From an optimization exercise on the open Yosys and OpenROAD flow, aimed at small area, a short achievable clock period and few clock cycles per item; shortcuts taken in it are not production practice.
RTL that was checked went through simulation tests only; none was proved equivalent to the original.
The flow treats the clock pin as an ideal source, which a real chip does not have.
Power is estimated from default activity; no workload was simulated.

==> module mnet_tx, before the edit <==
module mnet_tx (
    input  wire        clk,
    input  wire        rst,
    input  wire [47:0] key,
    input  wire [3:0]  klast,
    input  wire        hdr_valid,
    output wire        hdr_ready,
    input  wire [7:0]  hdr_dst,
    input  wire [7:0]  hdr_src,
    input  wire [15:0] hdr_type,
    input  wire [7:0]  hdr_len,
    input  wire        hdr_obf,
    input  wire        pl_valid,
    output wire        pl_ready,
    input  wire [7:0]  pl_data,
    output reg         line_valid,
    input  wire        line_ready,
    output reg  [7:0]  line_data
);
    reg        s_idle, s_soh, s_hdr, s_pl, s_crch, s_crcl, s_eot;
    reg [39:0] hsr;       
    reg [7:0]  cnt;       
    reg [2:0]  idx;       
    reg        obf;
    reg [15:0] crc;
    reg        esc;       
    reg        pv;        
    reg [5:0]  ki;        
    reg [7:0]  skid;
    reg        sv;
    reg        pl_rdy;
    wire [7:0] b = hsr[39:32];
    assign hdr_ready = s_idle;
    assign pl_ready  = pl_rdy;
    wire [7:0] key_byte = ({8{ki[0]}} & key[7:0])   | ({8{ki[1]}} & key[15:8]) |
                          ({8{ki[2]}} & key[23:16]) | ({8{ki[3]}} & key[31:24]) |
                          ({8{ki[4]}} & key[39:32]) | ({8{ki[5]}} & key[47:40]);
    wire ki_wrap = |(ki[5:2] & klast);
    wire pl_take  = pl_valid && pl_rdy;
    wire take     = line_valid && line_ready;
    wire s_body = s_hdr || s_pl;
    wire s_crc  = s_crch || s_crcl;
    wire rdy    = !sv;                    
    wire go     = rdy && !esc;            
    wire a_idle = s_idle && rdy && hdr_valid;     
    wire a_soh  = s_soh && go;
    wire a_hdr  = s_hdr && go;
    wire a_pl   = s_pl && go && pv;
    wire a_crch = s_crch && go;
    wire a_crcl = s_crcl && go;
    wire a_eot  = s_eot && go;
    wire gen_b  = rdy && (esc || s_hdr || (s_pl && pv));       
    wire gen    = gen_b || a_idle || a_soh || a_crch || a_crcl || a_eot;
    wire bgen   = a_hdr || a_pl;                  
    wire [7:0] g = esc ? 8'hFF :
                   s_body ? b :
                   s_crc ? crc[15:8] :
                   s_eot ? 8'h04 : 8'h01;
    wire is_ff = s_crc ? (crc[15:8] == 8'hFF) : (b == 8'hFF);
    wire [15:0] crc_next;
    mnet_crc_step u_crc (.crc_in(crc), .data(b), .crc_out(crc_next));
    wire cnt_zero = (cnt == 8'd0);
    wire cnt_one  = (cnt == 8'd1);
    wire cnt_two  = (cnt == 8'd2);
    wire hdr_done = a_hdr && idx[2];
    wire pl_done  = a_pl && cnt_one;
    wire n_idle = (s_idle && !hdr_valid) || a_eot;
    wire n_soh  = (s_idle && hdr_valid && !rdy) || (s_soh && !go);
    wire n_hdr  = a_idle || a_soh || (s_hdr && !hdr_done);
    wire n_pl   = (hdr_done && !cnt_zero) || (s_pl && !pl_done);
    wire n_crch = (hdr_done && cnt_zero) || pl_done || (s_crch && !go);
    wire n_crcl = a_crch || (s_crcl && !go);
    wire n_eot  = a_crcl || (s_eot && !go);
    wire esc_n  = esc ? sv : (a_hdr || a_pl || a_crch || a_crcl) && is_ff;
    wire pv_n   = pl_take || (pv && !a_pl);
    wire sv_n   = !take && (sv || (line_valid && gen));
    wire [2:0] idx_n = s_idle ? 3'd0 : a_hdr ? idx + 3'd1 : idx;
    wire cnt_n_nz  = !(cnt_zero || (cnt_one && a_pl));
    wire cnt_n_gt1 = !(cnt_zero || cnt_one || (cnt_two && a_pl));
    wire sv_n_rdy = !line_valid && sv;                  
    wire sv_n_stl = sv || (line_valid && gen_b);        
    wire hdr_len_n = s_hdr && (idx[2] ? !a_hdr : (idx[1:0] == 2'd3) && a_hdr) && !cnt_zero && !esc_n;
    wire pv_keep    = pv && !a_pl;
    wire pl_due2    = n_pl && cnt_n_gt1 && !esc_n;
    wire pl_rdy_rt  = hdr_len_n && !sv_n_rdy || pl_due2 && !sv_n_rdy;
    wire pl_rdy_rn  = hdr_len_n && !sv_n_rdy || n_pl && (pv_keep ? cnt_n_gt1 && !esc_n && !sv_n_rdy : cnt_n_nz);
    wire pl_rdy_st  = hdr_len_n && !sv_n_stl || pl_due2 && !sv_n_stl;
    wire pl_rdy_sn  = hdr_len_n && !sv_n_stl || n_pl && (pv_keep ? cnt_n_gt1 && !esc_n && !sv_n_stl : cnt_n_nz);
    always @(posedge clk) begin
        if (rst) begin
            s_idle     <= 1'b1;
            s_soh      <= 1'b0;
            s_hdr      <= 1'b0;
            s_pl       <= 1'b0;
            s_crch     <= 1'b0;
            s_crcl     <= 1'b0;
            s_eot      <= 1'b0;
            esc        <= 1'b0;
            pv         <= 1'b0;
            sv         <= 1'b0;
            line_valid <= 1'b0;
            pl_rdy     <= 1'b0;
        end else begin
            s_idle     <= n_idle;
            s_soh      <= n_soh;
            s_hdr      <= n_hdr;
            s_pl       <= n_pl;
            s_crch     <= n_crch;
            s_crcl     <= n_crcl;
            s_eot      <= n_eot;
            esc        <= esc_n;
            pv         <= pv_n;
            sv         <= sv_n;
            line_valid <= (line_valid && !line_ready) || sv || gen;
            pl_rdy     <= line_ready ? (pl_take ? pl_rdy_rt : pl_rdy_rn)
                                     : (pl_take ? pl_rdy_st : pl_rdy_sn);
        end
    end
    wire [7:0] chain = s_pl ? b : 8'h00;
    always @(posedge clk) begin
        if (s_idle) begin
            hsr <= {hdr_dst, hdr_src, hdr_type, hdr_len};
            cnt <= hdr_len;
            obf <= hdr_obf && (klast != 4'd0);
            crc <= 16'h0000;
            ki  <= 6'd1;
        end else begin
            if (pl_take)
                hsr[39:32] <= obf ? (pl_data ^ key_byte ^ chain) : pl_data;
            else if (bgen && s_hdr)
                hsr[39:32] <= hsr[31:24];
            if (bgen && s_hdr)
                hsr[31:0] <= {hsr[23:0], 8'h00};
            if (bgen && s_pl)
                cnt <= cnt - 8'd1;
            if (bgen)
                crc <= crc_next;
            else if (a_crch)
                crc <= {crc[7:0], 8'h00};
            if (pl_take)
                ki <= ki_wrap ? 6'd1 : {ki[4:0], 1'b0};
        end
        idx <= idx_n;
        if (!line_valid || take)
            line_data <= sv ? skid : g;
        if (!sv)
            skid <= g;
    end
endmodule
==> flow/config.mk <==
export PLATFORM = sky130hd
export DESIGN_NAME = mnet_codec
export DESIGN_NICKNAME = mnet_codec
export VERILOG_FILES = /design/flow/design.v
export SDC_FILE = /design/flow/constraint.sdc
export NUM_CORES = 4
export LEC_CHECK = 0
export ABC_CLOCK_PERIOD_IN_PS = 2000
export CAP_MARGIN = 20
export CORE_MARGIN = 2
export CORE_UTILIZATION = 60
export CTS_CLUSTER_DIAMETER = 80
export CTS_CLUSTER_SIZE = 20
export SETUP_SLACK_MARGIN = 2.6
export SLEW_MARGIN = 20
==> flow/constraint.sdc <==
create_clock -name core_clock -period 4.5 [get_ports {clk}]
set_input_delay 0.9000 -clock core_clock [delete_from_list [all_inputs] [get_ports {clk}]]
set_output_delay 0.9000 -clock core_clock [all_outputs]
set_load 0.01 [all_outputs]
standard.sh (not shown) runs the stock make flow with config.mk's settings and CLKGATE_MAP_FILE= SYNTH_SCRIPT=/design/flow/synth_recipe.tcl, a recipe that flattens the netlist after the stock synthesis.
==> flow/flow/run.sh <==
#!/bin/bash
# The standard layout with two changes:
#  - plain buf_1 cells as the port buffers (the standard flow picks a delay
#    buffer); ORFS's repair resizes them as needed;
#  - after CTS, the top of the clock tree is rebuilt (collapse_cts.tcl): no
#    middle level, and the leaf buffers shared among 3 root buffers on the
#    clock port. Each tool's output goes to a log of its own here.
set -euo pipefail
export BUFFER_PORTS_ARGS="-buffer_cell sky130_fd_sc_hd__buf_1"
export RESULTS=$PWD/orfs/results/$FLOW_PLATFORM/mnet_codec/base
export NROOTS=3
bash standard.sh cts > standard_cts.log 2>&1
openroad -no_init -exit flow/collapse_cts.tcl > collapse_cts.log 2>&1
touch $RESULTS/4_cts.sdc
bash standard.sh finish > standard_finish.log 2>&1
Other scripts of this flow, unchanged in this note and not shown: flow/flow/collapse_cts.tcl
Testbench counts at the start, summed over its fixed seeds: cycles 27,589, items 384.
Edit:
--- a/flow/design.v
+++ b/flow/design.v
@@ -93,18 +93,14 @@
     wire [2:0] idx_n = s_idle ? 3'd0 : a_hdr ? idx + 3'd1 : idx;
     wire cnt_n_nz  = !(cnt_zero || (cnt_one && a_pl));
     wire cnt_n_gt1 = !(cnt_zero || cnt_one || (cnt_two && a_pl));
     wire sv_n_rdy = !line_valid && sv;                  
     wire sv_n_stl = sv || (line_valid && gen_b);        
     wire hdr_len_n = s_hdr && (idx[2] ? !a_hdr : (idx[1:0] == 2'd3) && a_hdr) && !cnt_zero && !esc_n;
-    wire pv_keep    = pv && !a_pl;
-    wire pl_due2    = n_pl && cnt_n_gt1 && !esc_n;
-    wire pl_rdy_rt  = hdr_len_n && !sv_n_rdy || pl_due2 && !sv_n_rdy;
-    wire pl_rdy_rn  = hdr_len_n && !sv_n_rdy || n_pl && (pv_keep ? cnt_n_gt1 && !esc_n && !sv_n_rdy : cnt_n_nz);
-    wire pl_rdy_st  = hdr_len_n && !sv_n_stl || pl_due2 && !sv_n_stl;
-    wire pl_rdy_sn  = hdr_len_n && !sv_n_stl || n_pl && (pv_keep ? cnt_n_gt1 && !esc_n && !sv_n_stl : cnt_n_nz);
+    wire pl_rdy_rdy = hdr_len_n && !sv_n_rdy || n_pl && (pv_n ? cnt_n_gt1 && !esc_n && !sv_n_rdy : cnt_n_nz);
+    wire pl_rdy_stl = hdr_len_n && !sv_n_stl || n_pl && (pv_n ? cnt_n_gt1 && !esc_n && !sv_n_stl : cnt_n_nz);
     always @(posedge clk) begin
         if (rst) begin
             s_idle     <= 1'b1;
             s_soh      <= 1'b0;
             s_hdr      <= 1'b0;
             s_pl       <= 1'b0;
@@ -125,14 +121,13 @@
             s_crcl     <= n_crcl;
             s_eot      <= n_eot;
             esc        <= esc_n;
             pv         <= pv_n;
             sv         <= sv_n;
             line_valid <= (line_valid && !line_ready) || sv || gen;
-            pl_rdy     <= line_ready ? (pl_take ? pl_rdy_rt : pl_rdy_rn)
-                                     : (pl_take ? pl_rdy_st : pl_rdy_sn);
+            pl_rdy     <= line_ready ? pl_rdy_rdy : pl_rdy_stl;
         end
     end
     wire [7:0] chain = s_pl ? b : 8'h00;
     always @(posedge clk) begin
         if (s_idle) begin
             hsr <= {hdr_dst, hdr_src, hdr_type, hdr_len};
Result: Via count goes up by 1.9%. Setup slack is worse by 0.012 ns. Flip-flop and latch count is unchanged. Final cell count stays flat. First-iteration DRC count rises by about 47%. Fmax falls by about 0.6%. Power came out higher by about 2%. Routed wire length grows by 2.9%. Synthesized area rose by about 0.7%.
Only the layout flow was run in the second run of this note; the RTL was not checked for function there.

==> static timing again, ports no longer ideal <==
The flow's constraints put no driver on any port. The routed layouts listed below were extracted and timed again, unchanged, in two steps. Step 1: set_driving_cell puts a clkbuf_16 on clk and a buf_2 on each other input, an assumption about the parent block. Step 2 adds t to the input delays and takes it off the output delays; t is the mean of the earliest and latest rising clock arrival at the registers after step 1. Input paths then give back, and output paths get back, about the clock's delay inside the block. a / b / c = ideal ports / drivers / drivers and shift; a / b = the first two.
| run | shift t [ns] | setup slack, ns | pins driven straight from the clock port |
|---|---|---|---|
| the first run | 0.374 | 2.615 / 2.659 / 2.284 | 3 |
| the second run | 0.449 | 2.604 / 2.537 / 2.209 | 3 |
After both steps setup and hold are still met in every run listed. The setup slack of the second run, which loses most, moves by -0.067 ns with the drivers and by -0.395 ns with both steps.
